Context: an optimization exercise on an open-source flow, tuned for small area. The choices shown serve that exercise and are no tape-out recipe.
Where RTL was checked, it was by simulation tests only, not by an equivalence proof against the original.
Power is estimated from default activity; no workload was simulated.

Setup of exp/violet:
// segblk
module segblk (
    input  wire         clk,
    input  wire         rst,           
    input  wire         cmd_valid,
    input  wire [31:0]  cmd,
    input  wire [15:0]  cnt_i,         
    input  wire         btn_i,         
    input  wire [3:0]   enc_digit_i,   
    input  wire [5:0]   obs_addr_i,    
    output wire [159:0] bank_o,        
    output wire         cmd_ready_o,
    output wire         blink_evt_o,
    output wire         btn_evt_o,
    output wire         ill_o,
    output wire [15:0]  enc_code_o,
    output wire         enc_valid_o,
    output reg  [7:0]   obs_data_o
);
Size in the first run: ~1,400 cells after synthesis, ~250 I/O pins, roughly 9600 um2 of cells after synthesis.
==> flow/config.mk <==
export PLATFORM = sky130hd
export DESIGN_NAME = segblk
export DESIGN_NICKNAME = segblk
export VERILOG_FILES = /design/flow/design.v
export SDC_FILE = /design/flow/constraint.sdc
export NUM_CORES = 4
export LEC_CHECK = 0
export ABC_AREA = 1
export CAP_MARGIN = 20
export CORE_MARGIN = 2
export CORE_UTILIZATION = 40
export GPL_TIMING_DRIVEN = 0
export SLEW_MARGIN = 20
==> flow/constraint.sdc <==
create_clock -name core_clock -period 6.0 [get_ports {clk}]
set_input_delay 1.2000 -clock core_clock [delete_from_list [all_inputs] [get_ports {clk}]]
set_output_delay 1.2000 -clock core_clock [all_outputs]
set_load 0.01 [all_outputs]
run.sh (not shown) runs the stock make flow with config.mk's settings and CLKGATE_MAP_FILE= SYNTH_SCRIPT=/design/flow/synth_recipe.tcl, a recipe that flattens the netlist after the stock synthesis.
exp/violet went all the way through synthesis, placement and routing and the layout is clean on timing, DRC and antenna.
The following lists how exp/indigo was set up differently from exp/violet:
==> flow/flow/run.sh (new file) <==
#!/bin/bash
# Standard layout (standard.sh) with these changes:
#  - synthesis maps the logic with an area-oriented ABC script
#    (flow/synth.tcl, flow/area.abc) and without the full-adder cell
#    extraction (ADDER_MAP_FILE empty); everything else in synthesis is
#    synth_recipe.tcl's;
#  - port buffers use the smallest buffer cell instead of the resizer's
#    default pick (a delay cell);
#  - buffers left by synthesis are removed at floorplan, as the default
#    timing-driven placement would do;
#  - the clock tree uses clkbuf_8 cells and no dummy loads.
set -euo pipefail
here=$(pwd)
export FLOW_ABC_SCRIPT=$here/flow/area.abc
export BUFFER_PORTS_ARGS="-buffer_cell sky130_fd_sc_hd__buf_1"
export REMOVE_ABC_BUFFERS=1
export ADDER_MAP_FILE=
export CTS_ARGS="-sink_clustering_enable -repair_clock_nets -buf_list sky130_fd_sc_hd__clkbuf_8 -sink_clustering_size 30 -sink_clustering_max_diameter 120 -dont_use_dummy_load"
sed "s#SYNTH_SCRIPT=[^ ]*#SYNTH_SCRIPT=$here/flow/synth.tcl#" standard.sh > own_standard.sh
bash own_standard.sh > standard_flow.log 2>&1
==> flow/flow/area.abc (new file) <==
strash
&get -n
&st
&dch -f
&nf -R 1000
&put
strash
&get -n
&st
&dch -f
&nf -R 1000
&put
topo
==> flow/flow/synth.tcl (new file) <==
# The standard synthesis script (synth_recipe.tcl), with the ABC script
# replaced by flow/area.abc: the same Yosys steps, register mapping,
# flattening and renaming; only the combinational cell mapping differs.
proc synth {args} { yosys synth -nofsm -noshare {*}$args }
proc abc {args} {
  set i [lsearch -exact $args -script]
  if {$i >= 0} { set args [lreplace $args [expr {$i+1}] [expr {$i+1}] $::env(FLOW_ABC_SCRIPT)] }
  yosys abc {*}$args
}
source $::env(SCRIPTS_DIR)/synth.tcl
# left out here: clear keep_hierarchy, flatten, clean up, hide names made inside functions, write 1_2_yosys.v
==> flow/standard.sh (new file) <==
#!/bin/bash
# synth_recipe.tcl (not shown) runs the flow's synth.tcl, then flattens the netlist and writes it again
# the make line also repeats each setting of config.mk as NAME=value (left out here)
make -C /OpenROAD-flow-scripts/flow DESIGN_CONFIG=/design/flow/config.mk WORK_HOME=/design/flow/orfs CLKGATE_MAP_FILE= SYNTH_SCRIPT=/design/flow/synth_recipe.tcl "${@:-finish}"
removed: flow/run.sh
Notes after the runs:
- The non-clock buffer count in exp/violet is 1.5 times that in exp/indigo.
- Top power consumer group = registers: exp/indigo; top power consumer group = the clock network: exp/violet
- When exp/indigo is measured against exp/violet, its inverter count turns out 272 lower.
- Compared with exp/violet, in exp/indigo setup slack of the worst register-to-register path -0.51 ns; number of DRC markers in iteration 0 now smaller; critical path depth rose by 17%; power moved down.
- exp/indigo vs exp/violet: number of multi-input combinational cells down by a few percent
- Final instance count without filler cells (exp/indigo vs. exp/violet) decreases by more than 10%
- exp/violet reports its destination of the critical timing path as tick_acc_q[26]$_DFF_P_ while exp/indigo reports tick_acc_q[29]$_DFF_P_.
- For exp/violet and exp/indigo, there was not a single run that failed to finish clean.
Inputs modified between exp/indigo and exp/fjord:
--- a/flow/flow/run.sh
+++ b/flow/flow/run.sh
@@ -4,2 +4 @@
-#    (flow/synth.tcl, flow/area.abc) and without the full-adder cell
-#    extraction (ADDER_MAP_FILE empty); everything else in synthesis is
+#    (flow/synth.tcl, flow/area.abc); everything else in synthesis is
@@ -17 +15,0 @@
-export ADDER_MAP_FILE=
==> flow/flow/area.abc <==
strash
&get -n
&st
&dch -f
&nf -R 1000
&put
buffer -c
topo
stime -c
upsize -c
dnsize -c
## What came out
Between exp/fjord and exp/indigo, it is exp/fjord whose share of cell area taken by multi-input logic gates is lower, by 0.39 points.
Comparing exp/fjord and exp/indigo, the higher wire length after detailed routing is on exp/fjord.
Compared with exp/indigo, the router placed more vias in exp/fjord.
exp/fjord against exp/indigo: synthesized area increased by about 7% relative to the old numbers, starting utilization of the core area moved down, area share of and/or/nand/nor cells after synthesis moved down, floorplan die area shows an increase of about 7%, least setup slack across all paths after layout dropped 0.11 ns.


Setup of v6:
segblk, a different RTL version from the one above (not shown whole).
Size: ~150 flip-flops, about 250 I/O pins, ~7900 sq um of cells after synthesis.
Design segblk, start of the top module:
module segblk (
    input  wire         clk,
    input  wire         rst,           
    input  wire         cmd_valid,
    input  wire [31:0]  cmd,
    input  wire [15:0]  cnt_i,         
    input  wire         btn_i,         
    input  wire [3:0]   enc_digit_i,   
    input  wire [5:0]   obs_addr_i,    
    output wire [159:0] bank_o,        
    output wire         cmd_ready_o,
    output wire         blink_evt_o,
    output wire         btn_evt_o,
    output wire         ill_o,
    output wire [15:0]  enc_code_o,
    output wire         enc_valid_o,
    output reg  [7:0]   obs_data_o
);
==> flow/config.mk <==
export PLATFORM = sky130hd
export DESIGN_NAME = segblk
export DESIGN_NICKNAME = segblk
export VERILOG_FILES = /design/flow/design.v
export SDC_FILE = /design/flow/constraint.sdc
export NUM_CORES = 4
export LEC_CHECK = 0
export ABC_AREA = 1
export CAP_MARGIN = 20
export CORE_MARGIN = 2
export CORE_UTILIZATION = 40
export GPL_TIMING_DRIVEN = 0
export SLEW_MARGIN = 20
==> flow/constraint.sdc <==
create_clock -name core_clock -period 6.0 [get_ports {clk}]
set_input_delay 1.2000 -clock core_clock [delete_from_list [all_inputs] [get_ports {clk}]]
set_output_delay 1.2000 -clock core_clock [all_outputs]
set_load 0.01 [all_outputs]
standard.sh (not shown) runs the stock make flow with config.mk's settings and CLKGATE_MAP_FILE= SYNTH_SCRIPT=/design/flow/synth_recipe.tcl, a recipe that flattens the netlist after the stock synthesis.
==> flow/flow/run.sh <==
#!/bin/bash
# Standard layout (standard.sh) with these changes:
#  - synthesis maps the logic with an area-oriented ABC script
#    (flow/synth.tcl, flow/area.abc) and without the full-adder cell
#    extraction (ADDER_MAP_FILE empty); everything else in synthesis is
#    synth_recipe.tcl's;
#  - port buffers use the smallest buffer cell instead of the resizer's
#    default pick (a delay cell);
#  - buffers left by synthesis are removed at floorplan, as the default
#    timing-driven placement would do;
#  - the clock tree uses clkbuf_8 cells and no dummy loads.
set -euo pipefail
here=$(pwd)
export FLOW_ABC_SCRIPT=$here/flow/area.abc
export BUFFER_PORTS_ARGS="-buffer_cell sky130_fd_sc_hd__buf_1"
export REMOVE_ABC_BUFFERS=1
export ADDER_MAP_FILE=
export CTS_ARGS="-sink_clustering_enable -repair_clock_nets -buf_list sky130_fd_sc_hd__clkbuf_8 -sink_clustering_size 30 -sink_clustering_max_diameter 120 -dont_use_dummy_load"
sed "s#SYNTH_SCRIPT=[^ ]*#SYNTH_SCRIPT=$here/flow/synth.tcl#" standard.sh > own_standard.sh
bash own_standard.sh > standard_flow.log 2>&1
==> flow/flow/area.abc <==
strash
&get -n
&st
&dch -f
&nf -R 1000
&put
strash
&get -n
&st
&dch -f
&nf -R 1000
&put
strash
&get -n
&st
&dch -f
&nf -R 1000
&put
topo
==> flow/flow/synth.tcl <==
# The standard synthesis script (synth_recipe.tcl), with the ABC script
# replaced by flow/area.abc: the same Yosys steps, register mapping,
# flattening and renaming; only the combinational cell mapping differs.
proc synth {args} { yosys synth -nofsm -noshare {*}$args }
proc abc {args} {
  set i [lsearch -exact $args -script]
  if {$i >= 0} { set args [lreplace $args [expr {$i+1}] [expr {$i+1}] $::env(FLOW_ABC_SCRIPT)] }
  yosys abc {*}$args
}
source $::env(SCRIPTS_DIR)/synth.tcl
# left out here: clear keep_hierarchy, flatten, clean up, hide names made inside functions, write 1_2_yosys.v
v6: complete, dirty (negative setup slack)
The inputs of v7 differ from those of v6 as listed below.
-- flow/flow/area.abc --
<<< v6, line 1
strash
&get -n
&st
&dch -f
&nf -R 1000
&put
>>> v7, line 1
==> notes.md <==
Among v7 and v6, a clean, completed layout was produced by v7 alone. When v7 is set beside v6, its setup slack after layout turns out to be 0.51 ns larger. v7 against v6: critical path depth in cells down about 12%, peak supply drop down 5.7%, wire length on met1 up 2.0%, area added between synthesis and finish down 3.5 points. Worst-case hold slack (lower): v7. Cmp v7 and v6 / height of the die / lower: v6. Compared with v6, in v7 post-detailed-route wirelength per cell shrank by 3.2%; utilization dropped 1.2 points.
Function was not checked in any run of this note: the RTL went through the layout flow alone.


segblk with an RTL version that a note above also has.
Size in the first run: ~1000 cells after synthesis, ~150 flip-flops, roughly 8600 µm² of cells after synthesis.
==> flow/design.v (excerpt) <==
module segblk (
    input  wire         clk,
    input  wire         rst,           
    input  wire         cmd_valid,
    input  wire [31:0]  cmd,
    input  wire [15:0]  cnt_i,         
    input  wire         btn_i,         
    input  wire [3:0]   enc_digit_i,   
    input  wire [5:0]   obs_addr_i,    
    output wire [159:0] bank_o,        
    output wire         cmd_ready_o,
    output wire         blink_evt_o,
    output wire         btn_evt_o,
    output wire         ill_o,
    output wire [15:0]  enc_code_o,
    output wire         enc_valid_o,
    output reg  [7:0]   obs_data_o
);
==> flow/config.mk <==
export PLATFORM = sky130hd
export DESIGN_NAME = segblk
export DESIGN_NICKNAME = segblk
export VERILOG_FILES = /design/flow/design.v
export SDC_FILE = /design/flow/constraint.sdc
export NUM_CORES = 4
export LEC_CHECK = 0
export ABC_AREA = 1
export CAP_MARGIN = 20
export CORE_MARGIN = 2
export CORE_UTILIZATION = 40
export GPL_TIMING_DRIVEN = 0
export SLEW_MARGIN = 20
==> flow/constraint.sdc <==
create_clock -name core_clock -period 6.0 [get_ports {clk}]
set_input_delay 1.2000 -clock core_clock [delete_from_list [all_inputs] [get_ports {clk}]]
set_output_delay 1.2000 -clock core_clock [all_outputs]
set_load 0.01 [all_outputs]
==> flow/flow/run.sh <==
#!/bin/bash
# Standard layout (standard.sh) with these changes:
#  - synthesis maps the logic with an area-oriented ABC script
#    (flow/synth.tcl, flow/area.abc); everything else in synthesis is
#    synth_recipe.tcl's;
#  - port buffers use the smallest buffer cell instead of the resizer's
#    default pick (a delay cell);
#  - buffers left by synthesis are removed at floorplan, as the default
#    timing-driven placement would do;
#  - the clock tree uses clkbuf_8 cells and no dummy loads.
set -euo pipefail
here=$(pwd)
export FLOW_ABC_SCRIPT=$here/flow/area.abc
export BUFFER_PORTS_ARGS="-buffer_cell sky130_fd_sc_hd__buf_1"
export REMOVE_ABC_BUFFERS=1
export CTS_ARGS="-sink_clustering_enable -repair_clock_nets -buf_list sky130_fd_sc_hd__clkbuf_8 -sink_clustering_size 30 -sink_clustering_max_diameter 120 -dont_use_dummy_load"
sed "s#SYNTH_SCRIPT=[^ ]*#SYNTH_SCRIPT=$here/flow/synth.tcl#" standard.sh > own_standard.sh
bash own_standard.sh > standard_flow.log 2>&1
==> flow/flow/area.abc <==
strash
&get -n
&st
&dch -f
&nf -R 1000
&put
topo
Scripts as last shown in full above: flow/flow/synth.tcl
The starting point completed with no timing, DRC or antenna violations.
Rerun with:
==> flow/flow/run.sh (replaced) <==
#!/bin/bash
# Standard layout with three changes that only affect buffering:
#  - port buffers use the smallest buffer cell instead of the resizer's
#    default pick (a delay cell);
#  - buffers left by synthesis are removed at floorplan, as the default
#    timing-driven placement would do;
#  - the clock tree is built from fewer, larger sink clusters.
set -euo pipefail
export BUFFER_PORTS_ARGS="-buffer_cell sky130_fd_sc_hd__buf_1"
export REMOVE_ABC_BUFFERS=1
export CTS_ARGS="-sink_clustering_enable -repair_clock_nets -buf_list sky130_fd_sc_hd__clkbuf_8 -sink_clustering_size 30 -sink_clustering_max_diameter 120 -dont_use_dummy_load"
bash standard.sh > standard_flow.log 2>&1
removed: flow/flow/area.abc
removed: flow/flow/synth.tcl
What happened: The new run finished clean. Clock skew stays flat. Critical path depth came out lower by 2. Worst hold slack stays flat.


Another version of the RTL of segblk (not shown whole).
Size: ~990 cells after synthesis, about 150 flip-flops, about 250 I/O pins, about 8000 um2 of cells after synthesis.
## segblk
module segblk (
    input  wire         clk,
    input  wire         rst,           
    input  wire         cmd_valid,
    input  wire [31:0]  cmd,
    input  wire [15:0]  cnt_i,         
    input  wire         btn_i,         
    input  wire [3:0]   enc_digit_i,   
    input  wire [5:0]   obs_addr_i,    
    output wire [159:0] bank_o,        
    output wire         cmd_ready_o,
    output wire         blink_evt_o,
    output wire         btn_evt_o,
    output wire         ill_o,
    output wire [15:0]  enc_code_o,
    output wire         enc_valid_o,
    output reg  [7:0]   obs_data_o
);
Settings: LEC_CHECK=0, ABC_AREA=1, CAP_MARGIN=20, CORE_MARGIN=2, CORE_UTILIZATION=65, GPL_TIMING_DRIVEN=0, PLACE_DENSITY=0.75, SLEW_MARGIN=20; clock period 6.0 ns.
==> flow/flow/run.sh <==
#!/bin/bash
# Standard layout (standard.sh) with these changes:
#  - synthesis keeps the combinational ticker module (segblk_tick) apart
#    while mapping, and maps each module with its own area-oriented ABC
#    script (flow/synth.tcl, flow/tick.abc, flow/rest.abc), without the
#    full-adder cell extraction (ADDER_MAP_FILE empty); the result is
#    flattened as in synth_recipe.tcl, so the registers and their names are
#    the standard synthesis's;
#  - port buffers use the smallest buffer cell instead of the resizer's
#    default pick (a delay cell);
#  - buffers left by synthesis are removed at floorplan, as the default
#    timing-driven placement would do;
#  - the clock tree uses clkbuf_8 cells and no dummy loads.
set -euo pipefail
here=$(pwd)
export FLOW_ABC_TICK=$here/flow/tick.abc
export FLOW_ABC_REST=$here/flow/rest.abc
export SYNTH_HIERARCHICAL=1
export ADDER_MAP_FILE=
export BUFFER_PORTS_ARGS="-buffer_cell sky130_fd_sc_hd__buf_1"
export REMOVE_ABC_BUFFERS=1
export CTS_ARGS="-sink_clustering_enable -repair_clock_nets -buf_list sky130_fd_sc_hd__clkbuf_8 -sink_clustering_size 30 -sink_clustering_max_diameter 120 -dont_use_dummy_load"
sed "s#SYNTH_SCRIPT=[^ ]*#SYNTH_SCRIPT=$here/flow/synth.tcl#" standard.sh > own_standard.sh
bash own_standard.sh > standard_flow.log 2>&1
==> flow/flow/rest.abc <==
strash
&get -n
&deepsyn -T 0 -J 20
&put
strash
&get -n
&st
&dch -f
&nf -R 1000
&put
strash
&get -n
&st
&dch -f
&nf -R 1000
&put
topo
==> flow/flow/synth.tcl <==
# The standard synthesis script (synth_recipe.tcl), with the ABC script
# chosen per module: flow/tick.abc for the ticker arithmetic (segblk_tick,
# timing-critical) and flow/rest.abc for the top module. The same Yosys
# steps, register mapping, flattening and renaming as synth_recipe.tcl; only
# the combinational cell mapping differs.
proc synth {args} { yosys synth -nofsm -noshare {*}$args }
proc abc {args} {
  set i [lsearch -exact $args -script]
  set at [lreplace $args [expr {$i+1}] [expr {$i+1}] $::env(FLOW_ABC_TICK)]
  set ar [lreplace $args [expr {$i+1}] [expr {$i+1}] $::env(FLOW_ABC_REST)]
  yosys abc {*}$at segblk_tick
  yosys abc {*}$ar segblk
}
source $::env(SCRIPTS_DIR)/synth.tcl
# left out here: clear keep_hierarchy, flatten, clean up, hide names made inside functions, write 1_2_yosys.v
==> flow/flow/tick.abc <==
strash
&get -n
&st
&dch -f
&nf -R 1000
&put
strash
&get -n
&st
&dch -f
&nf -R 1000
&put
strash
&get -n
&st
&dch -f
&nf -R 1000
&put
topo
The first run finished clean.
Then changed:
- CORE_UTILIZATION: 65 -> 40
- PLACE_DENSITY: 0.75 -> default
Outcome:
- register-to-register slack gets better by 0.11 ns
- total power climbs by 1.1%
- wire length climbs by 11%
Then changed:
- CORE_UTILIZATION: 40 -> 55
The new run completed without violations.
Global-route usage rose by 7.8 points.
First-iteration DRC count falls by a few percent.
Register-to-register slack got worse by 0.06 ns.
Synthesized area is unchanged.
Final cell count falls by a few percent.
Fmax barely changes.

==> separate check: timing with driven ports <==
How much do the figures lean on ideal ports? The routed layouts below were timed once more, with nothing changed but the port constraints.
Step 1 sets driving cells, clkbuf_16 on the clock port and buf_2 on the other inputs (assumed; they add their load-dependent delay and slew).
Step 2, shift: input delay + t, output delay - t, t = (earliest + latest rising clock arrival at the registers) / 2. This alone moves slack from input paths to output paths.
Three values: ideal, step 1, step 2; two values: the first two.
| run | t (ns) | setup slack, ns | worst hold slack (ns) | worst setup path at the end | pins driven straight from the clock port |
|---|---|---|---|---|---|
| exp/violet | 0.488 | 0.523 / 0.545 / 0.057 | 0.464 / 0.464 / 0.464 | input to register | 1 |
| exp/indigo | 0.501 | 0.497 / 0.511 / 0.010 | 0.482 / 0.482 / 0.482 | input to register | 1 |
| exp/fjord | 0.511 | 0.385 / 0.403 / -0.108 | 0.468 / 0.468 / 0.468 | input to register | 1 |
| v6 | 0.508 | -0.378 / -0.369 / -0.878 | 0.494 / 0.494 / 0.494 | input to register | 1 |
| v7 | 0.494 | 0.132 / 0.133 / -0.361 | 0.488 / 0.488 / 0.488 | input to register | 1 |
| the first run of note 3 | 0.477 | 0.440 / 0.454 / -0.022 | 0.463 / 0.463 / 0.463 | input to register | 1 |
| the second run of note 3 | 0.508 | 0.757 / 0.767 / 0.260 | 0.465 / 0.465 / 0.465 | input to register | 1 |
| the first run of note 4 | 0.485 | 0.352 / 0.370 / -0.115 | 0.489 / 0.489 / 0.489 | input to register | 1 |
| the second run of note 4 | 0.491 | 0.422 / 0.432 / -0.060 | 0.493 / 0.493 / 0.493 | input to register | 1 |
| the third run of note 4 | 0.494 | 0.422 / 0.440 / -0.054 | 0.491 / 0.491 / 0.491 | input to register | 1 |
Met with ideal ports but missed after step 2: setup timing in 6 of these runs. For v6, which loses most, drivers alone change the setup slack by +0.009 ns; drivers and shift together by -0.500 ns.
